This design comes from an exercise in tuning for small area, a short achievable clock period and few clock cycles on the open sky130 flow, not from production work.
In this exercise RTL edits were held to simulation tests only and were not proved equivalent to the original.
Power is estimated from default activity; no workload was simulated.

==> flow/design.v <==
module kb_keymap (
    input  wire       layer,
    input  wire [6:0] idx,
    output reg  [7:0] code
);
    always @(*) begin
        case ({layer, idx})
            {1'b0, 7'd0}: code = 8'h29;
            {1'b0, 7'd1}: code = 8'h35;
            {1'b0, 7'd2}: code = 8'h2B;
            {1'b0, 7'd3}: code = 8'h39;
            {1'b0, 7'd4}: code = 8'hE1;
            {1'b0, 7'd5}: code = 8'hE0;
            {1'b0, 7'd6}: code = 8'h3A;
            {1'b0, 7'd7}: code = 8'h1E;
            {1'b0, 7'd8}: code = 8'h14;
            {1'b0, 7'd9}: code = 8'h04;
            {1'b0, 7'd10}: code = 8'h1D;
            {1'b0, 7'd11}: code = 8'hE3;
            {1'b0, 7'd12}: code = 8'h3B;
            {1'b0, 7'd13}: code = 8'h1F;
            {1'b0, 7'd14}: code = 8'h1A;
            {1'b0, 7'd15}: code = 8'h16;
            {1'b0, 7'd16}: code = 8'h1B;
            {1'b0, 7'd17}: code = 8'hE2;
            {1'b0, 7'd18}: code = 8'h3C;
            {1'b0, 7'd19}: code = 8'h20;
            {1'b0, 7'd20}: code = 8'h08;
            {1'b0, 7'd21}: code = 8'h07;
            {1'b0, 7'd22}: code = 8'h06;
            {1'b0, 7'd24}: code = 8'h3D;
            {1'b0, 7'd25}: code = 8'h21;
            {1'b0, 7'd26}: code = 8'h15;
            {1'b0, 7'd27}: code = 8'h09;
            {1'b0, 7'd28}: code = 8'h19;
            {1'b0, 7'd30}: code = 8'h3E;
            {1'b0, 7'd31}: code = 8'h22;
            {1'b0, 7'd32}: code = 8'h17;
            {1'b0, 7'd33}: code = 8'h0A;
            {1'b0, 7'd34}: code = 8'h05;
            {1'b0, 7'd35}: code = 8'h2C;
            {1'b0, 7'd36}: code = 8'h3F;
            {1'b0, 7'd37}: code = 8'h23;
            {1'b0, 7'd38}: code = 8'h1C;
            {1'b0, 7'd39}: code = 8'h0B;
            {1'b0, 7'd40}: code = 8'h11;
            {1'b0, 7'd42}: code = 8'h40;
            {1'b0, 7'd43}: code = 8'h24;
            {1'b0, 7'd44}: code = 8'h18;
            {1'b0, 7'd45}: code = 8'h0D;
            {1'b0, 7'd46}: code = 8'h10;
            {1'b0, 7'd48}: code = 8'h41;
            {1'b0, 7'd49}: code = 8'h25;
            {1'b0, 7'd50}: code = 8'h0C;
            {1'b0, 7'd51}: code = 8'h0E;
            {1'b0, 7'd52}: code = 8'h36;
            {1'b0, 7'd54}: code = 8'h42;
            {1'b0, 7'd55}: code = 8'h26;
            {1'b0, 7'd56}: code = 8'h12;
            {1'b0, 7'd57}: code = 8'h0F;
            {1'b0, 7'd58}: code = 8'h37;
            {1'b0, 7'd59}: code = 8'hE6;
            {1'b0, 7'd60}: code = 8'h43;
            {1'b0, 7'd61}: code = 8'h27;
            {1'b0, 7'd62}: code = 8'h13;
            {1'b0, 7'd63}: code = 8'h33;
            {1'b0, 7'd64}: code = 8'h38;
            {1'b0, 7'd65}: code = 8'hE7;
            {1'b0, 7'd66}: code = 8'h44;
            {1'b0, 7'd67}: code = 8'h2D;
            {1'b0, 7'd68}: code = 8'h2F;
            {1'b0, 7'd69}: code = 8'h34;
            {1'b0, 7'd71}: code = 8'hE4;
            {1'b0, 7'd72}: code = 8'h45;
            {1'b0, 7'd73}: code = 8'h2E;
            {1'b0, 7'd74}: code = 8'h30;
            {1'b0, 7'd77}: code = 8'h50;
            {1'b0, 7'd78}: code = 8'h46;
            {1'b0, 7'd79}: code = 8'h2A;
            {1'b0, 7'd80}: code = 8'h31;
            {1'b0, 7'd81}: code = 8'h28;
            {1'b0, 7'd82}: code = 8'hE5;
            {1'b0, 7'd83}: code = 8'h51;
            {1'b0, 7'd84}: code = 8'h4C;
            {1'b0, 7'd85}: code = 8'h49;
            {1'b0, 7'd88}: code = 8'h52;
            {1'b0, 7'd89}: code = 8'h4F;
            {1'b0, 7'd90}: code = 8'h4A;
            {1'b0, 7'd91}: code = 8'h4B;
            {1'b0, 7'd92}: code = 8'h4E;
            {1'b0, 7'd93}: code = 8'h4D;
            {1'b1, 7'd0}: code = 8'h01;
            {1'b1, 7'd1}: code = 8'h35;
            {1'b1, 7'd2}: code = 8'h2B;
            {1'b1, 7'd3}: code = 8'h39;
            {1'b1, 7'd4}: code = 8'hE5;
            {1'b1, 7'd5}: code = 8'hE0;
            {1'b1, 7'd6}: code = 8'h7F;
            {1'b1, 7'd7}: code = 8'h1E;
            {1'b1, 7'd8}: code = 8'h14;
            {1'b1, 7'd9}: code = 8'h03;
            {1'b1, 7'd10}: code = 8'h1D;
            {1'b1, 7'd11}: code = 8'hE3;
            {1'b1, 7'd12}: code = 8'h80;
            {1'b1, 7'd13}: code = 8'h1F;
            {1'b1, 7'd14}: code = 8'h1A;
            {1'b1, 7'd15}: code = 8'h16;
            {1'b1, 7'd16}: code = 8'h1B;
            {1'b1, 7'd17}: code = 8'hE2;
            {1'b1, 7'd18}: code = 8'h81;
            {1'b1, 7'd19}: code = 8'h20;
            {1'b1, 7'd20}: code = 8'h08;
            {1'b1, 7'd21}: code = 8'h07;
            {1'b1, 7'd24}: code = 8'h74;
            {1'b1, 7'd25}: code = 8'h21;
            {1'b1, 7'd26}: code = 8'h15;
            {1'b1, 7'd27}: code = 8'h09;
            {1'b1, 7'd28}: code = 8'h19;
            {1'b1, 7'd30}: code = 8'h75;
            {1'b1, 7'd31}: code = 8'h22;
            {1'b1, 7'd32}: code = 8'h17;
            {1'b1, 7'd33}: code = 8'h0A;
            {1'b1, 7'd34}: code = 8'h05;
            {1'b1, 7'd36}: code = 8'h76;
            {1'b1, 7'd37}: code = 8'h23;
            {1'b1, 7'd38}: code = 8'h1C;
            {1'b1, 7'd39}: code = 8'h0B;
            {1'b1, 7'd40}: code = 8'h11;
            {1'b1, 7'd42}: code = 8'h77;
            {1'b1, 7'd43}: code = 8'h24;
            {1'b1, 7'd44}: code = 8'h18;
            {1'b1, 7'd45}: code = 8'h0D;
            {1'b1, 7'd46}: code = 8'h10;
            {1'b1, 7'd48}: code = 8'h78;
            {1'b1, 7'd49}: code = 8'h25;
            {1'b1, 7'd50}: code = 8'h0C;
            {1'b1, 7'd51}: code = 8'h0E;
            {1'b1, 7'd52}: code = 8'h36;
            {1'b1, 7'd54}: code = 8'h79;
            {1'b1, 7'd55}: code = 8'h26;
            {1'b1, 7'd56}: code = 8'h12;
            {1'b1, 7'd57}: code = 8'h0F;
            {1'b1, 7'd58}: code = 8'h37;
            {1'b1, 7'd59}: code = 8'hE6;
            {1'b1, 7'd60}: code = 8'h7A;
            {1'b1, 7'd61}: code = 8'h27;
            {1'b1, 7'd62}: code = 8'h13;
            {1'b1, 7'd63}: code = 8'h33;
            {1'b1, 7'd64}: code = 8'h38;
            {1'b1, 7'd65}: code = 8'hE7;
            {1'b1, 7'd66}: code = 8'h7B;
            {1'b1, 7'd67}: code = 8'h2D;
            {1'b1, 7'd68}: code = 8'h2F;
            {1'b1, 7'd69}: code = 8'h34;
            {1'b1, 7'd71}: code = 8'hE4;
            {1'b1, 7'd72}: code = 8'h7C;
            {1'b1, 7'd73}: code = 8'h2E;
            {1'b1, 7'd74}: code = 8'h30;
            {1'b1, 7'd77}: code = 8'h4A;
            {1'b1, 7'd78}: code = 8'h48;
            {1'b1, 7'd79}: code = 8'h2A;
            {1'b1, 7'd80}: code = 8'h31;
            {1'b1, 7'd81}: code = 8'h28;
            {1'b1, 7'd82}: code = 8'hE5;
            {1'b1, 7'd83}: code = 8'h4E;
            {1'b1, 7'd84}: code = 8'h47;
            {1'b1, 7'd85}: code = 8'h49;
            {1'b1, 7'd88}: code = 8'h4B;
            {1'b1, 7'd89}: code = 8'h4D;
            {1'b1, 7'd90}: code = 8'h02;
            {1'b1, 7'd91}: code = 8'h4B;
            {1'b1, 7'd92}: code = 8'h4E;
            {1'b1, 7'd93}: code = 8'h4D;
            default: code = 8'h00;
        endcase
    end
endmodule
module kb_report_encoder (
    input  wire        clk,
    input  wire        rst,
    input  wire        start,
    input  wire [95:0] deb,
    output wire        ready,
    output reg         done,
    output reg  [63:0] report,
    output wire        changed
);
    wire L = deb[95];
    reg        busy;
    reg  [2:0] ph;
    reg  [19:1] pst;     
    reg  [3:1] qst;     
    reg        valid, diffa, diffb;
    wire p0 = ~busy;
    wire active = busy | start;
    wire n0 = (deb[0] & ~L);
    wire n1 = deb[1];
    wire n2 = deb[2];
    wire n3 = deb[3];
    wire n4 = deb[6];
    wire n5 = deb[7];
    wire n6 = deb[8];
    wire n7 = (deb[9] & ~L);
    wire n8 = deb[10];
    wire n9 = deb[12];
    wire n10 = deb[13];
    wire n11 = deb[14];
    wire n12 = deb[15];
    wire n13 = deb[16];
    wire n14 = deb[18];
    wire n15 = deb[19];
    wire n16 = deb[20];
    wire n17 = deb[21];
    wire n18 = (deb[22] & ~L);
    wire n19 = deb[24];
    wire n20 = deb[25];
    wire n21 = deb[26];
    wire n22 = deb[27];
    wire n23 = deb[28];
    wire n24 = deb[30];
    wire n25 = deb[31];
    wire n26 = deb[32];
    wire n27 = deb[33];
    wire n28 = deb[34];
    wire n29 = (deb[35] & ~L);
    wire n30 = deb[36];
    wire n31 = deb[37];
    wire n32 = deb[38];
    wire n33 = deb[39];
    wire n34 = deb[40];
    wire n35 = deb[42];
    wire n36 = deb[43];
    wire n37 = deb[44];
    wire n38 = deb[45];
    wire n39 = deb[46];
    wire n40 = deb[48];
    wire n41 = deb[49];
    wire n42 = deb[50];
    wire n43 = deb[51];
    wire n44 = deb[52];
    wire n45 = deb[54];
    wire n46 = deb[55];
    wire n47 = deb[56];
    wire n48 = deb[57];
    wire n49 = deb[58];
    wire n50 = deb[60];
    wire n51 = deb[61];
    wire n52 = deb[62];
    wire n53 = deb[63];
    wire n54 = deb[64];
    wire n55 = deb[66];
    wire n56 = deb[67];
    wire n57 = deb[68];
    wire n58 = deb[69];
    wire n59 = deb[72];
    wire n60 = deb[73];
    wire n61 = deb[74];
    wire n62 = deb[77];
    wire n63 = deb[78];
    wire n64 = deb[79];
    wire n65 = deb[80];
    wire n66 = deb[81];
    wire n67 = deb[83];
    wire n68 = deb[84];
    wire n69 = deb[85];
    wire n70 = deb[88];
    wire n71 = deb[89];
    wire n72 = (deb[90] & ~L);
    wire n73 = deb[91];
    wire n74 = deb[92];
    wire n75 = deb[93];
    wire gt0 = p0;
    wire araw0 = n0 | n1 | n2 | n3;
    wire apart0 = (n1 & qst[1]) | (n2 & qst[2]) | (n3 & qst[3]);
    wire a0 = (gt0 & araw0) | (pst[1] & apart0);
    wire gt1 = (p0 | pst[1]);
    wire araw1 = n4 | n5 | n6 | n7;
    wire apart1 = (n5 & qst[1]) | (n6 & qst[2]) | (n7 & qst[3]);
    wire a1 = (gt1 & araw1) | (pst[2] & apart1);
    wire gt2 = (p0 | pst[2]);
    wire araw2 = n8 | n9 | n10 | n11;
    wire apart2 = (n9 & qst[1]) | (n10 & qst[2]) | (n11 & qst[3]);
    wire a2 = (gt2 & araw2) | (pst[3] & apart2);
    wire gt3 = (p0 | pst[3]);
    wire araw3 = n12 | n13 | n14 | n15;
    wire apart3 = (n13 & qst[1]) | (n14 & qst[2]) | (n15 & qst[3]);
    wire a3 = (gt3 & araw3) | (pst[4] & apart3);
    wire gt4 = (p0 | pst[4]);
    wire araw4 = n16 | n17 | n18 | n19;
    wire apart4 = (n17 & qst[1]) | (n18 & qst[2]) | (n19 & qst[3]);
    wire a4 = (gt4 & araw4) | (pst[5] & apart4);
    wire gt5 = (p0 | pst[5]);
    wire araw5 = n20 | n21 | n22 | n23;
    wire apart5 = (n21 & qst[1]) | (n22 & qst[2]) | (n23 & qst[3]);
    wire a5 = (gt5 & araw5) | (pst[6] & apart5);
    wire gt6 = (p0 | pst[6]);
    wire araw6 = n24 | n25 | n26 | n27;
    wire apart6 = (n25 & qst[1]) | (n26 & qst[2]) | (n27 & qst[3]);
    wire a6 = (gt6 & araw6) | (pst[7] & apart6);
    wire gt7 = (p0 | pst[7]);
    wire araw7 = n28 | n29 | n30 | n31;
    wire apart7 = (n29 & qst[1]) | (n30 & qst[2]) | (n31 & qst[3]);
    wire a7 = (gt7 & araw7) | (pst[8] & apart7);
    wire gt8 = (p0 | pst[8]);
    wire araw8 = n32 | n33 | n34 | n35;
    wire apart8 = (n33 & qst[1]) | (n34 & qst[2]) | (n35 & qst[3]);
    wire a8 = (gt8 & araw8) | (pst[9] & apart8);
    wire gt9 = (p0 | pst[9]);
    wire araw9 = n36 | n37 | n38 | n39;
    wire apart9 = (n37 & qst[1]) | (n38 & qst[2]) | (n39 & qst[3]);
    wire a9 = (gt9 & araw9) | (pst[10] & apart9);
    wire gt10 = (p0 | pst[10]);
    wire araw10 = n40 | n41 | n42 | n43;
    wire apart10 = (n41 & qst[1]) | (n42 & qst[2]) | (n43 & qst[3]);
    wire a10 = (gt10 & araw10) | (pst[11] & apart10);
    wire gt11 = (p0 | pst[11]);
    wire araw11 = n44 | n45 | n46 | n47;
    wire apart11 = (n45 & qst[1]) | (n46 & qst[2]) | (n47 & qst[3]);
    wire a11 = (gt11 & araw11) | (pst[12] & apart11);
    wire gt12 = (p0 | pst[12]);
    wire araw12 = n48 | n49 | n50 | n51;
    wire apart12 = (n49 & qst[1]) | (n50 & qst[2]) | (n51 & qst[3]);
    wire a12 = (gt12 & araw12) | (pst[13] & apart12);
    wire gt13 = (p0 | pst[13]);
    wire araw13 = n52 | n53 | n54 | n55;
    wire apart13 = (n53 & qst[1]) | (n54 & qst[2]) | (n55 & qst[3]);
    wire a13 = (gt13 & araw13) | (pst[14] & apart13);
    wire gt14 = (p0 | pst[14]);
    wire araw14 = n56 | n57 | n58 | n59;
    wire apart14 = (n57 & qst[1]) | (n58 & qst[2]) | (n59 & qst[3]);
    wire a14 = (gt14 & araw14) | (pst[15] & apart14);
    wire gt15 = (p0 | pst[15]);
    wire araw15 = n60 | n61 | n62 | n63;
    wire apart15 = (n61 & qst[1]) | (n62 & qst[2]) | (n63 & qst[3]);
    wire a15 = (gt15 & araw15) | (pst[16] & apart15);
    wire gt16 = (p0 | pst[16]);
    wire araw16 = n64 | n65 | n66 | n67;
    wire apart16 = (n65 & qst[1]) | (n66 & qst[2]) | (n67 & qst[3]);
    wire a16 = (gt16 & araw16) | (pst[17] & apart16);
    wire gt17 = (p0 | pst[17]);
    wire araw17 = n68 | n69 | n70 | n71;
    wire apart17 = (n69 & qst[1]) | (n70 & qst[2]) | (n71 & qst[3]);
    wire a17 = (gt17 & araw17) | (pst[18] & apart17);
    wire gt18 = (p0 | pst[18]);
    wire araw18 = n72 | n73 | n74 | n75;
    wire apart18 = (n73 & qst[1]) | (n74 & qst[2]) | (n75 & qst[3]);
    wire a18 = (gt18 & araw18) | (1'b1 & apart18);
    wire [18:0] ai = {a18,a17,a16,a15,a14,a13,a12,a11,a10,a9,a8,a7,a6,a5,a4,a3,a2,a1,a0};
    reg  [18:0] pin;   
    integer s_, d_;
    always @(*) begin
        pin = ai;
        for (d_ = 1; d_ < 19; d_ = d_ * 2)
            for (s_ = 18; s_ >= 0; s_ = s_ - 1)
                if ((s_ / d_) % 2 == 1) pin[s_] = pin[s_] | pin[(s_ / d_) * d_ - 1];
    end
    wire [19:0] P = {pin, 1'b0};   
    wire any = P[19];
    wire r0 = a0 & ~P[0];
    wire r1 = a1 & ~P[1];
    wire r2 = a2 & ~P[2];
    wire r3 = a3 & ~P[3];
    wire r4 = a4 & ~P[4];
    wire r5 = a5 & ~P[5];
    wire r6 = a6 & ~P[6];
    wire r7 = a7 & ~P[7];
    wire r8 = a8 & ~P[8];
    wire r9 = a9 & ~P[9];
    wire r10 = a10 & ~P[10];
    wire r11 = a11 & ~P[11];
    wire r12 = a12 & ~P[12];
    wire r13 = a13 & ~P[13];
    wire r14 = a14 & ~P[14];
    wire r15 = a15 & ~P[15];
    wire r16 = a16 & ~P[16];
    wire r17 = a17 & ~P[17];
    wire r18 = a18 & ~P[18];
    wire selgt = (r0 & gt0) | (r1 & gt1) | (r2 & gt2) | (r3 & gt3) | (r4 & gt4) | (r5 & gt5) | (r6 & gt6) | (r7 & gt7) | (r8 & gt8) | (r9 & gt9) | (r10 & gt10) | (r11 & gt11) | (r12 & gt12) | (r13 & gt13) | (r14 & gt14) | (r15 & gt15) | (r16 & gt16) | (r17 & gt17) | (r18 & gt18);
    wire Mr0 = (r0 & n0) | (r1 & n4) | (r2 & n8) | (r3 & n12) | (r4 & n16) | (r5 & n20) | (r6 & n24) | (r7 & n28) | (r8 & n32) | (r9 & n36) | (r10 & n40) | (r11 & n44) | (r12 & n48) | (r13 & n52) | (r14 & n56) | (r15 & n60) | (r16 & n64) | (r17 & n68) | (r18 & n72);
    wire M0 = Mr0 & selgt;
    wire Mr1 = (r0 & n1) | (r1 & n5) | (r2 & n9) | (r3 & n13) | (r4 & n17) | (r5 & n21) | (r6 & n25) | (r7 & n29) | (r8 & n33) | (r9 & n37) | (r10 & n41) | (r11 & n45) | (r12 & n49) | (r13 & n53) | (r14 & n57) | (r15 & n61) | (r16 & n65) | (r17 & n69) | (r18 & n73);
    wire M1 = Mr1 & (selgt | qst[1]);
    wire Mr2 = (r0 & n2) | (r1 & n6) | (r2 & n10) | (r3 & n14) | (r4 & n18) | (r5 & n22) | (r6 & n26) | (r7 & n30) | (r8 & n34) | (r9 & n38) | (r10 & n42) | (r11 & n46) | (r12 & n50) | (r13 & n54) | (r14 & n58) | (r15 & n62) | (r16 & n66) | (r17 & n70) | (r18 & n74);
    wire M2 = Mr2 & (selgt | qst[2]);
    wire Mr3 = (r0 & n3) | (r1 & n7) | (r2 & n11) | (r3 & n15) | (r4 & n19) | (r5 & n23) | (r6 & n27) | (r7 & n31) | (r8 & n35) | (r9 & n39) | (r10 & n43) | (r11 & n47) | (r12 & n51) | (r13 & n55) | (r14 & n59) | (r15 & n63) | (r16 & n67) | (r17 & n71) | (r18 & n75);
    wire M3 = Mr3 & (selgt | qst[3]);
    wire z0 = ~M0;
    wire z1 = z0 & ~M1;
    wire z2 = z1 & ~M2;
    wire f_0 = (~z0);
    wire f_012 = (~z2);
    wire f_02 = (~z0) | (z1 & ~z2);
    wire f_1 = (z0 & ~z1);
    wire f_12 = (z0 & ~z2);
    wire f_13 = (z0 & ~z1) | (z2);
    wire f_2 = (z1 & ~z2);
    wire f_023 = (~z0) | (z1);
    wire f_03 = (~z0) | (z2);
    wire f_123 = (z0);
    wire f_01 = (~z1);
    wire f_013 = (~z1) | (z2);
    wire f_23 = (z1);
    wire f_3 = (z2);
    wire [7:0] code;
    assign code[0] = (r0 & 1'b1) | (r1 & ((L & f_0))) | (r2 & ((~L & f_012) | (L & f_02))) | (r3 & ((~L & f_1) | (L & f_12))) | (r4 & ((~L & f_13) | (L & f_1))) | (r5 & 1'b1) | (r6 & ((~L & f_2) | (L & f_02))) | (r7 & ((~L & f_023) | (L & f_03))) | (r8 & ((~L & f_12) | (L & f_123))) | (r9 & f_2) | (r10 & ((~L & f_01) | (L & f_1))) | (r11 & ((L & f_1))) | (r12 & ((~L & 1'b1) | (L & f_013))) | (r13 & ((~L & f_01) | (L & f_013))) | (r14 & ((~L & f_013) | (L & f_01))) | (r16 & ((~L & f_13) | (L & f_1))) | (r17 & ((~L & f_13) | (L & 1'b1))) | (r18 & f_13);
    assign code[1] = (r0 & f_2) | (r1 & f_01) | (r2 & ((~L & f_123) | (L & f_23))) | (r3 & f_01) | (r4 & f_12) | (r6 & ((~L & 1'b1) | (L & f_123))) | (r7 & f_23) | (r8 & ((~L & f_1) | (L & f_13))) | (r10 & f_3) | (r11 & ((~L & 1'b1) | (L & f_023))) | (r12 & 1'b1) | (r13 & ((~L & f_01) | (L & f_013))) | (r14 & f_1) | (r15 & ((~L & f_03) | (L & f_02))) | (r16 & ((~L & f_0) | (L & f_03))) | (r17 & ((~L & f_23) | (L & f_02))) | (r18 & f_012);
    assign code[2] = (r0 & f_1) | (r1 & ((~L & f_123) | (L & 1'b1))) | (r2 & f_02) | (r3 & ((~L & f_02) | (L & f_0))) | (r4 & f_123) | (r5 & f_1) | (r6 & f_02) | (r7 & f_012) | (r8 & ((~L & f_0) | (L & f_03))) | (r9 & f_02) | (r10 & f_123) | (r11 & f_02) | (r12 & f_013) | (r13 & ((~L & f_3))) | (r14 & 1'b1) | (r15 & ((~L & f_03) | (L & f_0))) | (r16 & ((L & f_3))) | (r17 & f_03) | (r18 & f_23);
    assign code[3] = (r0 & f_023) | (r1 & f_01) | (r2 & ((~L & 1'b1) | (L & f_023))) | (r3 & ((~L & f_12) | (L & f_1))) | (r4 & ((~L & f_03) | (L & f_0))) | (r5 & f_23) | (r6 & ((~L & f_03) | (L & f_3))) | (r7 & ((~L & f_12) | (L & f_1))) | (r8 & f_01) | (r9 & f_12) | (r10 & ((~L & f_23) | (L & f_023))) | (r11 & ((L & f_1))) | (r12 & ((~L & f_0) | (L & f_02))) | (r13 & ((~L & f_2) | (L & f_23))) | (r14 & ((~L & f_01) | (L & f_013))) | (r15 & ((~L & f_0) | (L & f_023))) | (r16 & ((~L & f_02) | (L & f_023))) | (r17 & ((~L & f_013) | (L & f_123))) | (r18 & 1'b1);
    assign code[4] = (r0 & f_13) | (r1 & f_012) | (r2 & ((~L & 1'b1) | (L & f_023))) | (r3 & ((~L & f_012) | (L & f_01))) | (r4 & f_3) | (r5 & f_13) | (r6 & f_02) | (r7 & f_2) | (r8 & ((~L & f_02) | (L & f_023))) | (r9 & f_13) | (r10 & ((L & f_0))) | (r11 & ((~L & f_03) | (L & f_013))) | (r12 & ((~L & f_1) | (L & f_12))) | (r13 & ((~L & f_012) | (L & 1'b1))) | (r14 & ((~L & f_2) | (L & f_23))) | (r15 & ((~L & f_12) | (L & f_1))) | (r16 & ((~L & f_13) | (L & f_1))) | (r17 & ((~L & f_2)));
    assign code[5] = (r0 & 1'b1) | (r1 & f_0) | (r2 & ((~L & f_1))) | (r3 & ((~L & f_23) | (L & f_3))) | (r4 & f_3) | (r5 & f_0) | (r6 & f_01) | (r7 & f_123) | (r8 & ((L & f_3))) | (r9 & f_0) | (r10 & ((~L & f_1) | (L & f_01))) | (r11 & ((~L & f_02) | (L & f_012))) | (r12 & ((~L & f_13) | (L & f_123))) | (r13 & ((~L & f_12) | (L & f_123))) | (r14 & ((~L & f_012) | (L & 1'b1))) | (r15 & f_01) | (r16 & f_012);
    assign code[6] = (r1 & ((L & f_0))) | (r4 & ((L & f_3))) | (r6 & ((L & f_0))) | (r7 & ((L & f_2))) | (r8 & f_3) | (r10 & f_0) | (r11 & f_1) | (r12 & f_2) | (r13 & f_3) | (r14 & f_3) | (r15 & f_23) | (r16 & f_3) | (r17 & 1'b1) | (r18 & 1'b1);
    assign code[7] = (r2 & ((L & f_1))) | (r3 & ((L & f_2)));
    wire more = ((M0 & (M1 | M2 | M3)) | (M1 & (M2 | M3)) | (M2 & M3)) | (a1 & P[1]) | (a2 & P[2]) | (a3 & P[3]) | (a4 & P[4]) | (a5 & P[5]) | (a6 & P[6]) | (a7 & P[7]) | (a8 & P[8]) | (a9 & P[9]) | (a10 & P[10]) | (a11 & P[11]) | (a12 & P[12]) | (a13 & P[13]) | (a14 & P[14]) | (a15 & P[15]) | (a16 & P[16]) | (a17 & P[17]) | (a18 & P[18]);
    wire [7:0] mods = ({8{deb[4]}} & (L ? 8'h20 : 8'h02)) | ({8{deb[5]}} & 8'h01) | ({8{deb[11]}} & 8'h08) | ({8{deb[17]}} & 8'h04) | ({8{deb[59]}} & 8'h40) | ({8{deb[65]}} & 8'h80) | ({8{deb[71]}} & 8'h10) | ({8{deb[82]}} & 8'h20);
    wire any9 = deb[10] | deb[12] | deb[13] | deb[14] | deb[15] | deb[16] | deb[18] | deb[19] | deb[20] | deb[21] | deb[24] | deb[25] | deb[26] | deb[27] | deb[28] | deb[30] | deb[31] | deb[32] | deb[33] | deb[34] | deb[36] | deb[37] | deb[38] | deb[39] | deb[40] | deb[42] | deb[43] | deb[44] | deb[45] | deb[46] | deb[48] | deb[49] | deb[50] | deb[51] | deb[52] | deb[54] | deb[55] | deb[56] | deb[57] | deb[58] | deb[60] | deb[61] | deb[62] | deb[63] | deb[64] | deb[66] | deb[67] | deb[68] | deb[69] | deb[72] | deb[73] | deb[74] | deb[77] | deb[78] | deb[79] | deb[80] | deb[81] | deb[83] | deb[84] | deb[85] | deb[88] | deb[89] | deb[91] | deb[92] | deb[93];
    wire any90 = deb[91] | deb[92] | deb[93];
    wire sent = L & (deb[0] | deb[9] | deb[90]);
    wire [7:0] sbyte = deb[90] ? (any90 ? 8'h01 : 8'h02) :
                       deb[9]  ? (any9  ? 8'h01 : 8'h03) : 8'h01;
    wire [2:0] phe = p0 ? 3'd0 : ph;
    wire ovf    = more & (phe == 3'd5);
    wire fill   = (p0 & sent) | ovf;
    wire [7:0] fb = ovf ? 8'h01 : sbyte;
    wire finish = fill | ~more;
    wire [7:0] old [0:5];
    reg  [5:0] en;
    reg  [7:0] d [0:5];
    integer s;
    always @(*) begin
        for (s = 0; s < 6; s = s + 1) begin
            en[s] = fill | (phe == s) | (finish & (phe < s));
            d[s]  = fill ? fb : ((phe == s) ? code : 8'h00);
        end
    end
    genvar gs;
    generate for (gs = 0; gs < 6; gs = gs + 1) begin : G_OLD
        assign old[gs] = report[16 + 8*gs +: 8];
    end endgenerate
    wire dmods = (mods != report[7:0]);
    reg  [7:0] old_ph;    
    reg  dfill, dzero, old_not01;
    always @(*) begin
        old_ph = 8'h00; dfill = 1'b0; dzero = 1'b0; old_not01 = 1'b0;
        for (s = 0; s < 6; s = s + 1) begin
            old_ph    = old_ph | ({8{phe == s}} & old[s]);
            dfill     = dfill | (old[s] != fb);
            dzero     = dzero | ((phe < s) & (old[s] != 8'h00));
            old_not01 = old_not01 | ((phe == s) & (old[s] != 8'h01));
        end
    end
    reg  [7:0] xr;
    reg        chg_r;
    wire xdiff = |xr;
    wire cmpen = ~fill & ~(p0 & ~valid);
    wire enow = (p0 & dmods) | (fill ? dfill : (finish & dzero));
    wire nz   = (mods != 8'h00) | sent | any;
    wire chg_fin = ovf ? (diffb | old_not01) :
                   p0  ? (valid ? enow : nz) : (diffa | xdiff | enow);
    assign changed = chg_r | xdiff;
    assign ready = ~busy;
    always @(posedge clk) begin
        if (rst) begin
            busy  <= 1'b0;
            done  <= 1'b0;
            valid <= 1'b0;
        end else begin
            done <= active & finish;
            busy <= active & ~finish;
            if (active & p0) valid <= 1'b1;
        end
        ph  <= phe + 3'd1;
        pst <= P[19:1];
        qst <= {~z2, ~z1, ~z0};
        xr  <= (active & cmpen) ? (code ^ old_ph) : 8'h00;
        if (active) begin
            if (p0) report[7:0] <= mods;
            for (s = 0; s < 6; s = s + 1)
                if (en[s]) report[16 + 8*s +: 8] <= d[s];
            report[15:8] <= 8'h00;
            chg_r <= chg_fin;
            diffa <= p0 ? (valid ? enow : 1'b1) : (diffa | xdiff | enow);
            diffb <= p0 ? (valid ? (dmods | old_not01) : 1'b1) : (diffb | old_not01);
        end
    end
endmodule
==> flow/run.sh <==
#!/bin/bash
# synth_recipe.tcl (not shown) runs the flow's synth.tcl, then flattens the netlist and writes it again
# the make line also repeats each setting of config.mk as NAME=value (left out here)
make -C /OpenROAD-flow-scripts/flow DESIGN_CONFIG=/design/flow/config.mk WORK_HOME=/design/flow/orfs CLKGATE_MAP_FILE= SYNTH_SCRIPT=/design/flow/synth_recipe.tcl finish
==> flow/config.mk <==
export PLATFORM = sky130hd
export DESIGN_NAME = kb_report_encoder
export DESIGN_NICKNAME = kb_report_encoder
export VERILOG_FILES = /design/flow/design.v
export SDC_FILE = /design/flow/constraint.sdc
export NUM_CORES = 4
export LEC_CHECK = 0
export ABC_AREA = 1
export CAP_MARGIN = 20
export CORE_MARGIN = 2
export CORE_UTILIZATION = 55
export SLEW_MARGIN = 20
==> flow/constraint.sdc <==
create_clock -name core_clock -period 5.0 [get_ports {clk}]
set_input_delay 1.0000 -clock core_clock [delete_from_list [all_inputs] [get_ports {clk}]]
set_output_delay 1.0000 -clock core_clock [all_outputs]
set_load 0.01 [all_outputs]
==> summary.md, run 1 <==
| Metric | Value |
|---|---|
| Final Cycle Share | 0.935 |
| DRC violations left | 0 |
| Endpoint type of the worst setup path | register |
| Hold wc startpoint | ph[0]$_DFF_P_ |
| CP most frequent cell | nor2_1 |
| Path type of the worst setup path | primary input to register |
| Root buf cell | clkbuf_16 |
| Leakage power total | 4.65 nW |
| HPWL Detailed | 22000 um |
| Post-layout worst setup margin | 0.327 ns |
| Final number of setup-violating endpoints | 0 |
| Hold-fix buffers at CTS | 0 |
| Ranking of synthesized cells by area | edfxtp_1 (23%), nand2_1 (16%), dfxtp_1 (9.3%), nor2_1 (8.0%), inv_1 (4.9%) |
| Slew Limit Fails | 0 |
| Area enclosed by the die boundary | 14700 sq um |
| Proportion of netlist area held by the largest area contributor | 0.235 |
| Clock input transition at the sequential cells of the worst setup and hold paths | 0.07 ns |
| Number of nets in the layout | 1436 |
| Critical path peak fanout | 6 |
| Number of buffers inserted by port buffering | 146 |
| Num Clock Sinks | 94 |
| Cell Rows | 42 |
| Core ar. | 13300 sq um |
| Area growth, synth to finish | 34.9% |
| Run status | finished clean |
| Final min period | 4.67 ns |
| TritonCTS Buffers | 9 |
| Sequential element share of the synthesized area | 0.328 |
| Total number of vias | 8968 |
| I/O Pins | 166 |
| Hold path cells | 1 |
| Total standard cell area after synthesis | 7540 sq um |
| Violation count after the first detailed-route iteration | 1192 |
| Proportion of layout cells with a drive suffix above 1 | 0.165 |
| Routed vias/inst | 5.93 |
| Initial antenna violation count | 0 |
| RSZ-0062 raised after global routing | no |
| Clock tree from TritonCTS | built |
| Main synth FF type | edfxtp_1 |
| Max-cap violation count | 0 |
| Number of nets with antenna violations after routing | 0 |
| Vias in the first global route | 8333 |
| Cell area after layout | 10200 sq um |
| Syn Area/Cell | 6.92 sq um |
| R2R setup slack | 0.61 ns |
| Worst Max-Slew Pin Slew | 0.900 ns |
| Proportion of synthesized flip-flops having asynchronous set or reset | 0 |
| Cell type of the slowest stage on the worst timing path | clkdlybuf4s50_1 |
| Clock tree buffer depth | 2 |
| Overall routed net length | 28000 um |
| Kind of cell adding the most delay to the critical path | simple AND/OR/NAND/NOR gates |
| Source-to-sink clock delay at the later pin of the worst-skew pair | 0.36 ns |
| Synthesized flop and latch total | 94 |
| Pin count of the biggest net entering global routing | 31 |
| Skew final | 0.0124 ns |
| Floorplan die height | 121 um |
| H-tree levels | 3 |
| Number of cells traversed by the worst register-to-register path | 25 |
| Placed cell count | 1494 |
| Final hold violations | 0 |
| Maximum vdd drop | 0.000169 V |
| Wire length per cell | 18.5 um |
| Drt first pass iters | 6 |
| HP Class | register to register |
| Placement Cell Area | 9860 sq um |
| Slew headroom | 0.398 |
| Highest Clock Rate | 214 MHz |
| WHS | 0.527 ns |
| Library cells used by synthesis | 66 |
| Data arrival time at the worst-slack endpoint | 4.77 ns |
| Total power divided by cell area | 236 nW/um^2 |
| Gate count after technology mapping | 1090 |
| Global-route wire length before repair | 42900 um |
| Count of non-filler cells in the finished layout | 1513 |
| Die width | 121 um |
| Yosys synthesis warning count | 2 |
| Starting density of the core | 0.567 |
| Endpoint of the worst register-to-register path | report[52]$_SDFFCE_PP0P_ |
| Number of buffers and inverters on the critical path | 5 |
| GRT Overall Usage | 0.378 |
| Worst reg2reg path startpoint | qst[1]$_DFF_P_ |
| GPL Wtd Cong | 1.10 |
| Biggest area consumer among synthesized cells | edfxtp_1 |
| End point of the most critical hold path | ph[0]$_DFF_P_ |
| Slowest stage delay, CP | 0.57 ns |
| Worst setup slack before clock tree synthesis | -0.179 ns |
| Type of element launching the critical path | primary input |
| Required time at the endpoint of the critical path | 5.10 ns |
| Antenna diodes | 0 |
| Number of enable flip-flop cells after synthesis | 59 |
| Residual overflow from global routing | 0 |
==> layer usage <==
layer	vias to the layer above	wire, um	global-route usage
li1	4129	-	-
met2	694	12500	0.600
met5	-	0	0
met1	4053	11000	0.522
met3	92	3800	0.0794
met4	0	733	0.106
==> cells by family (layout without fill, tap and decap cells) <==
| group | count (synthesis) | after routing | synth area share |
|---|---|---|---|
| DFF | 94 | 94 | 0.328 |
| AOI/OAI and AO/OA | 143 | 143 | 0.119 |
| adders and majority gates | 5 | 5 | 0.00829 |
| xor gates and xnor gates | 9 | 9 | 0.0104 |
| buffers and inverters | 153 | 393 | 0.0929 |
| other | 1 | 8 | 0.000497 |
| and+or+nand+nor | 685 | 685 | 0.442 |
==> placed cells by master, fill, tap and decap left out, types with 21 or more instances in the layout <==
cell type,netlist,final
buf_4,12,102
a21oi_1,26,26
edfxtp_1,59,59
nand4_1,35,35
nor2_1,160,159
inv_2,21,21
clkdlybuf4s50_1,0,145
nand3_1,57,57
inv_1,98,98
dfxtp_1,35,35
nand2_1,320,320
o21ai_0,40,40
==> Yosys cell counts (all sizes together), types with 7 or more instances <==
cell type / number
o21ai: 57
nor4: 17
nor3: 15
edfxtp: 59
o22ai: 7
or2: 11
xor2: 8
a21oi: 27
nor2: 183
dfxtp: 35
nand3: 67
nand4: 37
buf: 24
nand2: 345
a221oi: 10
inv: 123
o2111ai: 8
==> area by class of cell <==
type,count,area (sq um)
Timing Repair Buffer,252,2310
Fill cell,1042,3120
Tap cell,176,220
Sequential cell,94,2470
Clock inverter,7,63.8
Inverter,125,482
Multi-Input combinational cell,850,4400
Clock buffer,9,225
==> how the worst max path moves through the flow <==
stage,slack [ns],cells past startpoint,endpoint,start
finish,0.33,26,report[52]$_SDFFCE_PP0P_,deb[9]
detailed placement,-0.18,29,report[52]$_SDFFCE_PP0P_,deb[95]
global route,0.06,26,report[29]$_SDFFCE_PP0P_,deb[37]
global placement,-0.11,29,report[44]$_SDFFCE_PP0P_,deb[95]
floorplan,0.55,27,report[24]$_DFFE_PP_,deb[95]
CTS,0.16,29,report[52]$_SDFFCE_PP0P_,deb[95]
==> flip-flops by register name (all words and copies together), names as in the netlist <==
signal	cells
pst	18
qst	3
report	56
diffa	1
done	1
ph	3
chg_r	1
xr	8
valid	1
busy	1
diffb	1
==> where the power goes <==
group	internal, mW	switching (mW)	leakage [nW]
sequential	0.887	0.0559	0.859
clock	0.351	0.348	0.142
combinational	0.324	0.434	3.65
==> repair_timing <==
item	CTS	global route
resized for setup	0	3
setup endpoints to repair	0	61
buffers inserted	0	3
==> per-stage QoR <==
| stage | TNS, ns | utilization | power (mW) |
|---|---|---|---|
| 6_report | 0 | 0.765 | 2.40 |
| 5_1_grt | 0 | 0.765 | 2.49 |
| 2_1_floorplan | 0 | - | 1.33 |
| 3_3_place_gp | -1.17 | 0.741 | 1.68 |
| 4_1_cts | 0 | 0.763 | 2.37 |
| 3_5_place_dp | -3.59 | 0.741 | 1.69 |
Testbench counts, summed over its fixed seeds: cycles 5,590.
==> run 2: changes to the inputs <==
--- a/flow/config.mk
+++ b/flow/config.mk
@@ -6,7 +6,7 @@
 export NUM_CORES = 4
 export LEC_CHECK = 0
 export ABC_AREA = 1
-export CAP_MARGIN = 20
+export CAP_MARGIN = 5
 export CORE_MARGIN = 2
 export CORE_UTILIZATION = 55
-export SLEW_MARGIN = 20
+export SLEW_MARGIN = 5
==> run 2 against run 1 <==
Effect of this change:
- sequential power hardly changed
- first-iteration DRC count stayed put
- die area stayed put
- critical endpoint unchanged
- largest power group unchanged
- hold slack stayed put
- still clean on timing, DRC and antenna
- clock-buffer cell count stayed put
- core utilization stayed put
==> summary.md, run 2 <==
| Metric | Value |
|---|---|
| Leakage power total | 4.65 nW (unchanged) |
| Layout fillers | 1042 (unchanged) |
| Overall routed net length | 28000 um (unchanged) |
| Biggest area consumer among synthesized cells | edfxtp_1 |
| Global routing usage on met2 | 0.600 (unchanged) |
| Library cells used by synthesis | 66 (unchanged) |
| Antenna diodes | 0 (unchanged) |
| Skew final | 0.0124 ns (unchanged) |
| Critical path peak fanout | 6 (unchanged) |
| Number of buffers inserted by port buffering | 146 (unchanged) |
| Synthesized flop and latch total | 94 (unchanged) |
| Required time at the endpoint of the critical path | 5.10 ns (about the same) |
| Floorplan die height | 121 um (unchanged) |
| Clock tree from TritonCTS | built |
| Total standard cell area after synthesis | 7540 sq um (unchanged) |
| Num Clock Sinks | 94 (unchanged) |
| Sequential element share of the synthesized area | 0.328 (unchanged) |
| Max-cap violation count | 0 (unchanged) |
| Hold-fix buffers at CTS | 0 (unchanged) |
| Final hold violations | 0 (unchanged) |
| Proportion of netlist area held by the largest area contributor | 0.235 (unchanged) |
| Largest Register | report |
| Proportion of layout cells with a drive suffix above 1 | 0.165 (unchanged) |
| Commonest non-fill, non-tap cell in the layout | nand2_1 |
| Clock input transition at the sequential cells of the worst setup and hold paths | 0.07 ns (about the same) |
| Type of element launching the critical path | primary input |
| Met3 layer usage reported by global route | 0.0794 (unchanged) |
| Vias in the first global route | 8333 (unchanged) |
| Wire length per cell | 18.5 um (unchanged) |
| Worst Max-Slew Pin Slew | 0.900 ns (unchanged) |
| Pin count of the biggest net entering global routing | 31 (unchanged) |
| Drt first pass iters | 6 (unchanged) |
| TritonCTS Buffers | 9 (unchanged) |
| Residual overflow from global routing | 0 (unchanged) |
| Final number of setup-violating endpoints | 0 (unchanged) |
| Core ar. | 13300 sq um (unchanged) |
| Die width | 121 um (unchanged) |
| Placement Cell Area | 9860 sq um (unchanged) |
| Clock tree buffer depth | 2 (unchanged) |
| Area enclosed by the die boundary | 14700 sq um (unchanged) |
| Cell area after layout | 10200 sq um (unchanged) |
| Max reg flops | 56 (unchanged) |
| Path type of the worst setup path | primary input to register |
| Highest-count cells in the layout ignoring fill and taps | nand2_1 (320), nor2_1 (159), clkdlybuf4s50_1 (145), buf_4 (102), inv_1 (98) |
| Top flop regs | report x56, pst x18, xr x8 |
| Number of cells traversed by the worst register-to-register path | 25 (unchanged) |
| Reg area | 2470 sq um (unchanged) |
| Highest Clock Rate | 214 MHz (unchanged) |
| Syn Area/Cell | 6.92 sq um (unchanged) |
| Slew Limit Fails | 0 (unchanged) |
| Routing layer with the top usage in global route | met2 |
| Routed vias/inst | 5.93 (unchanged) |
| Cell Rows | 42 (unchanged) |
| Proportion of synthesized flip-flops having asynchronous set or reset | 0 (unchanged) |
| Post-synth top cells | nand2_1 (320), nor2_1 (160), inv_1 (98) |
| Data arrival time at the worst-slack endpoint | 4.77 ns (about the same) |
| Root buf cell | clkbuf_16 |
| HP Class | register to register |
| Source-to-sink clock delay at the later pin of the worst-skew pair | 0.36 ns (about the same) |
| Final Cycle Share | 0.935 (unchanged) |
| Number of enable flip-flop cells after synthesis | 59 (unchanged) |
| Met1 GRT Util | 0.522 (unchanged) |
| Endpoint type of the worst setup path | register |
| Total number of vias | 8968 (unchanged) |
| Multi-input gate area | 4400 sq um (unchanged) |
| Yosys synthesis warning count | 2 (unchanged) |
| Initial antenna violation count | 0 (unchanged) |
| I/O Pins | 166 (unchanged) |
| Main synth FF type | edfxtp_1 |
| Run status | finished clean |
| H-tree levels | 3 (unchanged) |
| GPL Wtd Cong | 1.10 (unchanged) |
| DRC violations left | 0 (unchanged) |
| Final min period | 4.67 ns (unchanged) |
| Violation count after the first detailed-route iteration | 1192 (unchanged) |
| Number of nets in the layout | 1436 (unchanged) |
| Overall power | 2.40 mW (unchanged) |
| GRT Overall Usage | 0.378 (unchanged) |
| HPWL Detailed | 22000 um (unchanged) |
| Starting density of the core | 0.567 (unchanged) |
| Ranking of synthesized cells by area | edfxtp_1 (23%), nand2_1 (16%), dfxtp_1 (9.3%), nor2_1 (8.0%), inv_1 (4.9%) |
| Dominant cell by count in the synthesized netlist | nand2_1 |
| Global-route wire length before repair | 42900 um (unchanged) |
| Hold path cells | 1 (unchanged) |
| RSZ-0062 raised after global routing | no |
| Slew headroom | 0.398 (unchanged) |
| Gate count after technology mapping | 1090 (unchanged) |
| Total power divided by cell area | 236 nW/um^2 (unchanged) |
| Maximum vdd drop | 0.000169 V (unchanged) |
| Number of nets with antenna violations after routing | 0 (unchanged) |
| WHS | 0.527 ns (unchanged) |
| Area growth, synth to finish | 34.9% (unchanged) |
run 2: cell counts after synthesis:
No cell type changed its count.
run 2: repair_timing:
item | CTS | global route
resized for setup | 0 | 3
setup endpoints to repair | 0 | 61
buffers inserted | 0 | 3
run 2: per-layer routing:
layer  part of all wire  wire [um]
met1               0.39      11000
met2               0.45      12500
met3               0.14       3800
met4              0.026        733
met5                  0          0
run 2: final cells by class:
type | count | share of cell area
Tap cell | 176 | 0.0216
Clock inverter | 7 | 0.00627
Sequential cell | 94 | 0.243
Inverter | 125 | 0.0473
Multi-Input combinational cell | 850 | 0.433
Timing Repair Buffer | 252 | 0.227
Clock buffer | 9 | 0.0221
run 2: per-stage QoR:
step                utilization  worst slack [ns]  setup TNS (ns)  instances
finish                    0.765             0.327               0       1513
floorplan                     -             0.547               0       1097
detailed placement        0.741            -0.179           -3.59       1494
global route              0.765            0.0577               0       1513
global placement          0.741            -0.110           -1.17       1494
CTS                       0.763             0.164               0       1510
run 2: power by group:
part	switching (mW)	internal, mW	total (mW)
clock network	0.348	0.351	0.699
registers	0.0559	0.887	0.943
logic	0.434	0.324	0.758
run 2: final timing paths:
| path | from | to | slack (ns) |
|---|---|---|---|
| setup / recovery | deb[9] | report[52]$_SDFFCE_PP0P_ | 0.33 |
| hold / removal | ph[0]$_DFF_P_ | ph[0]$_DFF_P_ | 0.53 |
| setup reg to reg | qst[1]$_DFF_P_ | report[52]$_SDFFCE_PP0P_ | 0.61 |
| hold reg to reg | ph[0]$_DFF_P_ | ph[0]$_DFF_P_ | 0.53 |
run 2: logic make-up (layout without fill, tap and decap cells):
family,after synthesis,count (layout),synth area share
xor+xnor,9,9,0.0104
flops,94,94,0.328
other cells,1,8,0.000497
simple gates,685,685,0.442
compound gates,143,143,0.119
buf+inv,153,393,0.0929
fa+ha+maj,5,5,0.00829
run 2: worst max-delay path, stage by stage:
cell and delay (ns):
clkdlybuf4s50_1 0.57, nand2_1 0.10, nand3b_1 0.10, nand2_1 0.06, nand2_2 0.12, nor2_8 0.06, buf_4 0.14, nand3_1 0.08
nor2_1 0.05, nor2_1 0.14, nand3_1 0.13, nor2_1 0.12, nand4_1 0.11, nor2_2 0.24, nand3_2 0.11, nand2_2 0.15
buf_4 0.18, nand3_4 0.11, nor2_2 0.13, inv_2 0.08, nand2_1 0.12, o21ai_1 0.08, nor4_2 0.27, buf_4 0.19
and2_2 0.24, nor2_1 0.06
==> run 3: changes to the inputs <==
==> flow/flow/run.sh (new file) <==
#!/bin/bash
# The standard layout (standard.sh), with every input and output port still
# buffered, but with a plain buffer cell (buf_1) instead of the resizer's
# default choice (a delay buffer, clkdlybuf4s50_1).
set -euo pipefail
export BUFFER_PORTS_ARGS="-buffer_cell sky130_fd_sc_hd__buf_1"
bash standard.sh > standard_flow.log 2>&1
==> flow/standard.sh (new file) <==
#!/bin/bash
# synth_recipe.tcl (not shown) runs the flow's synth.tcl, then flattens the netlist and writes it again
# the make line also repeats each setting of config.mk as NAME=value (left out here)
make -C /OpenROAD-flow-scripts/flow DESIGN_CONFIG=/design/flow/config.mk WORK_HOME=/design/flow/orfs CLKGATE_MAP_FILE= SYNTH_SCRIPT=/design/flow/synth_recipe.tcl "${@:-finish}"
--- a/flow/config.mk
+++ b/flow/config.mk
@@ -6,7 +6,7 @@
 export NUM_CORES = 4
 export LEC_CHECK = 0
 export ABC_AREA = 1
-export CAP_MARGIN = 5
+export CAP_MARGIN = 20
 export CORE_MARGIN = 2
 export CORE_UTILIZATION = 55
-export SLEW_MARGIN = 5
+export SLEW_MARGIN = 20
removed: flow/run.sh
==> run 3 against run 2 <==
Effect of this change:
- cell area is 13% lower
- global-route usage is 1.3 points lower
- via count is 4.6% lower
- worst setup slack worse by 0.025 ns
- non-clock buffer count is 48 lower
- fmax is 0.54% lower
- register-to-register slack worse by 0.12 ns
- clock power hardly changed
- largest power group unchanged
==> summary.md, run 3 <==
| Metric | Value |
|---|---|
| Reg area | 2470 sq um (unchanged) |
| Endpoint type of the worst setup path | register |
| Cell area after layout | 8860 sq um (-13%) |
| Cell Rows | 42 (unchanged) |
| Vias in the first global route | 7941 (-4.7%) |
| Total number of vias | 8558 (-4.6%) |
| Clock tree buffer depth | 2 (unchanged) |
| Drt first pass iters | 6 (unchanged) |
| Data arrival time at the worst-slack endpoint | 4.79 ns (+0.02 ns) |
| Global-route wire length before repair | 41400 um (-3.4%) |
| Library cells used by synthesis | 66 (unchanged) |
| Biggest area consumer among synthesized cells | edfxtp_1 |
| Multi-input gate area | 4400 sq um (about the same) |
| I/O Pins | 166 (unchanged) |
| Sum of negative setup slack | 0 ns (unchanged) |
| Gate count after technology mapping | 1090 (unchanged) |
| Proportion of synthesized area in mux cells | 0 (unchanged) |
| Final min period | 4.70 ns (+0.0253 ns) |
| Ranking of synthesized cells by area | edfxtp_1 (23%), nand2_1 (16%), dfxtp_1 (9.3%), nor2_1 (8.0%), inv_1 (4.9%) |
| Path type of the worst setup path | primary input to register |
| Starting density of the core | 0.567 (unchanged) |
| Layout fillers | 1247 (+20%) |
| Initial antenna violation count | 0 (unchanged) |
| Run status | finished clean |
| Post-synth top cells | nand2_1 (320), nor2_1 (160), inv_1 (98) |
| DRC violations left | 0 (unchanged) |
| Residual overflow from global routing | 0 (unchanged) |
| Floorplan die height | 121 um (unchanged) |
| Post-layout worst setup margin | 0.302 ns (-0.0253 ns) |
| Highest Clock Rate | 213 MHz (-0.54%) |
| Violation count after the first detailed-route iteration | 1189 (-0.25%) |
| Final number of setup-violating endpoints | 0 (unchanged) |
| Worst setup slack before clock tree synthesis | 0.0608 ns (+0.239 ns) |
| Total setup buffers inserted after CTS | 0 (unchanged) |
| GRT Overall Usage | 0.365 (-0.0132) |
| Hold-fix buffers at CTS | 0 (unchanged) |
| Number of buffers inserted by port buffering | 146 (unchanged) |
| TritonCTS Buffers | 9 (unchanged) |
| Maximum vdd drop | 0.000266 V (+57%) |
| Clock tree from TritonCTS | built |
| Yosys synthesis warning count | 2 (unchanged) |
| Synthesized flop and latch total | 94 (unchanged) |
| Number of nets in the layout | 1388 (-3.3%) |
| HPWL Detailed | 21200 um (-4.0%) |
| Area enclosed by the die boundary | 14700 sq um (unchanged) |
| Overall routed net length | 26300 um (-5.8%) |
| Skew final | 0.00955 ns (-0.00287 ns) |
| Number of nets with antenna violations after routing | 0 (unchanged) |
| Final hold violations | 0 (unchanged) |
| Number of enable flip-flop cells after synthesis | 59 (unchanged) |
| Overall power | 2.25 mW (-6.4%) |
| GPL Wtd Cong | 1.09 (-1.2%) |
| Proportion of netlist area held by the largest area contributor | 0.235 (unchanged) |
| Num Clock Sinks | 94 (unchanged) |
| Root buf cell | clkbuf_16 |
| Die width | 121 um (unchanged) |
| Clock input transition at the sequential cells of the worst setup and hold paths | 0.07 ns (about the same) |
| Fraction of the mapped netlist area in simple logic gates | 0.442 (unchanged) |
| Pin count of the biggest net entering global routing | 22 (-29%) |
| Largest Register | report |
| Core ar. | 13300 sq um (unchanged) |
| Placement Cell Area | 8570 sq um (-13%) |
| Synth Area in Compound Gates | 0.119 (unchanged) |
| Total standard cell area after synthesis | 7540 sq um (unchanged) |
| Dominant cell by count in the synthesized netlist | nand2_1 |
| Critical path peak fanout | 9 (+3) |
| Routed vias/inst | 5.84 (-1.4%) |
| RSZ-0062 raised after global routing | no |
| Main synth FF type | edfxtp_1 |
| Wire length per cell | 18.0 um (-2.7%) |
| H-tree levels | 3 (unchanged) |
| Source-to-sink clock delay at the later pin of the worst-skew pair | 0.36 ns (about the same) |
| Type of element launching the critical path | primary input |
| Highest-count cells in the layout ignoring fill and taps | nand2_1 (320), nor2_1 (160), buf_1 (146), inv_1 (98), edfxtp_1 (59) |
| Proportion of layout cells with a drive suffix above 1 | 0.132 (-0.0327) |
| Leakage power total | 4.00 nW (-14%) |
| Area growth, synth to finish | 17.4% |
| Utilization after layout | 0.666 (-0.0988) |
| Dominant combinational cell family by area after synthesis | simple AND/OR/NAND/NOR gates |
| Slew Limit Fails | 0 (unchanged) |
| Top flop regs | report x56, pst x18, xr x8 |
| Commonest non-fill, non-tap cell in the layout | nand2_1 |
| Syn Area/Cell | 6.92 sq um (unchanged) |
| Antenna diodes | 0 (unchanged) |
| Proportion of synthesized flip-flops having asynchronous set or reset | 0 (unchanged) |
| Sequential element share of the synthesized area | 0.328 (unchanged) |
| Required time at the endpoint of the critical path | 5.10 ns (about the same) |
| Final Cycle Share | 0.940 (+0.00507) |
| HP Class | register to register |
| Number of gates resized after CTS | 0 (unchanged) |
| Slew headroom | 0.361 (-0.0363) |
| Post-synthesis share of cell area spent on xor and xnor gates | 0.0104 (unchanged) |
| Total power divided by cell area | 253 nW/um^2 (+7.5%) |
| Worst Max-Slew Pin Slew | 0.955 ns (+0.0542 ns) |
| Adder-cell area share of the yosys netlist | 0.00829 (unchanged) |
| Max reg flops | 56 (unchanged) |
| Max-cap violation count | 0 (unchanged) |
[run 3: cell counts after synthesis]
No cell type changed its count.
[run 3: metal layers]
metal  global-route usage  up-vias  wire length [um]
met2                0.552      566             11200
met5                    0        -                 0
met3               0.0672       95              2990
li1                     -     4013                 -
met4                0.116        0               853
met1                0.526     3884             11300
[run 3: final cells by class]
cell class	count	area share
Inverter	125	0.0544
Clock buffer	9	0.0254
Clock inverter	7	0.00762
Multi-Input combinational cell	850	0.496
Tap cell	176	0.0249
Sequential cell	94	0.279
Timing Repair Buffer	204	0.112
[run 3: path summary, 6_finish.rpt]
path | startpoint | to | slack (ns) | cells after the start
min | ph[0]$_DFF_P_ | ph[0]$_DFF_P_ | 0.50 | 1
max | deb[95] | report[20]$_SDFFCE_PP0P_ | 0.30 | 28
max reg2reg | qst[1]$_DFF_P_ | report[20]$_SDFFCE_PP0P_ | 0.49 | 26
min reg2reg | ph[0]$_DFF_P_ | ph[0]$_DFF_P_ | 0.50 | 1
[run 3: stage by stage]
stage / instances / hold slack, ns
3_5_place_dp: 1449 / 0.483
2_1_floorplan: 1097 / 0.450
5_1_grt: 1465 / 0.525
3_3_place_gp: 1449 / 0.489
6_report: 1465 / 0.498
4_1_cts: 1465 / 0.500
[run 3: cells by family after synthesis]
family	after synthesis
adder cells (fa/ha/maj)	5
flip-flops	94
buffers and inverters	153
AND/OR/NAND/NOR	685
other	1
XOR/XNOR	9
AO/OA/AOI/OAI	143
[run 3: critical path, cell delays in order]
cell and delay, ns:
buf_1 0.35, inv_6 0.10, nand2_2 0.09, nand3_1 0.06
nand2_1 0.10, nand2_4 0.10, nor2_8 0.18, nand2_8 0.08
buf_4 0.15, nor2_1 0.29, o21ai_0 0.16, nand3_1 0.15
nor2_1 0.05, nand4_1 0.09, nor2_2 0.08, nand3_2 0.08
nand2_2 0.12, nand2_2 0.15, inv_4 0.08, nand2_8 0.10
nand2_2 0.07, nand2_1 0.08, o21ai_1 0.06, inv_1 0.07
nand4_2 0.12, nor4_4 0.34, and2_1 0.37, nor2_1 0.10
[run 3: power breakdown]
group	switching, mW	internal [mW]	leakage (nW)
sequential	0.0535	0.887	0.859
combinational	0.418	0.192	3.00
clock	0.346	0.350	0.139

-- what the ideal ports hide --
In the flow no input, the clock included, has a driving cell. The finished layouts below were timed again as built, in two steps. Step 1 (the two cells are an assumption about what drives the block):
set clk [get_ports {clk}]
set_driving_cell -lib_cell sky130_fd_sc_hd__clkbuf_16 $clk
set_driving_cell -lib_cell sky130_fd_sc_hd__buf_2 [delete_from_list [all_inputs] $clk]
Step 2, shift: input delay + t, output delay - t, t = (earliest + latest rising clock arrival at the registers) / 2. This alone moves slack from input paths to output paths. Slacks: no drivers / after step 1 / after step 2; pairs: no drivers / after step 1.
run | shift t [ns] | setup WS [ns] | hold WS [ns] | worst setup path at the end
run 1 | 0.396 | 0.327 / 0.338 / -0.058 | 0.527 / 0.527 / 0.527 | input to register
run 2 | 0.396 | 0.327 / 0.338 / -0.058 | 0.527 / 0.527 / 0.527 | input to register
run 3 | 0.393 | 0.302 / 0.319 / -0.074 | 0.498 / 0.498 / 0.498 | input to register
Met with ideal ports but missed after step 2: setup timing in every run listed.
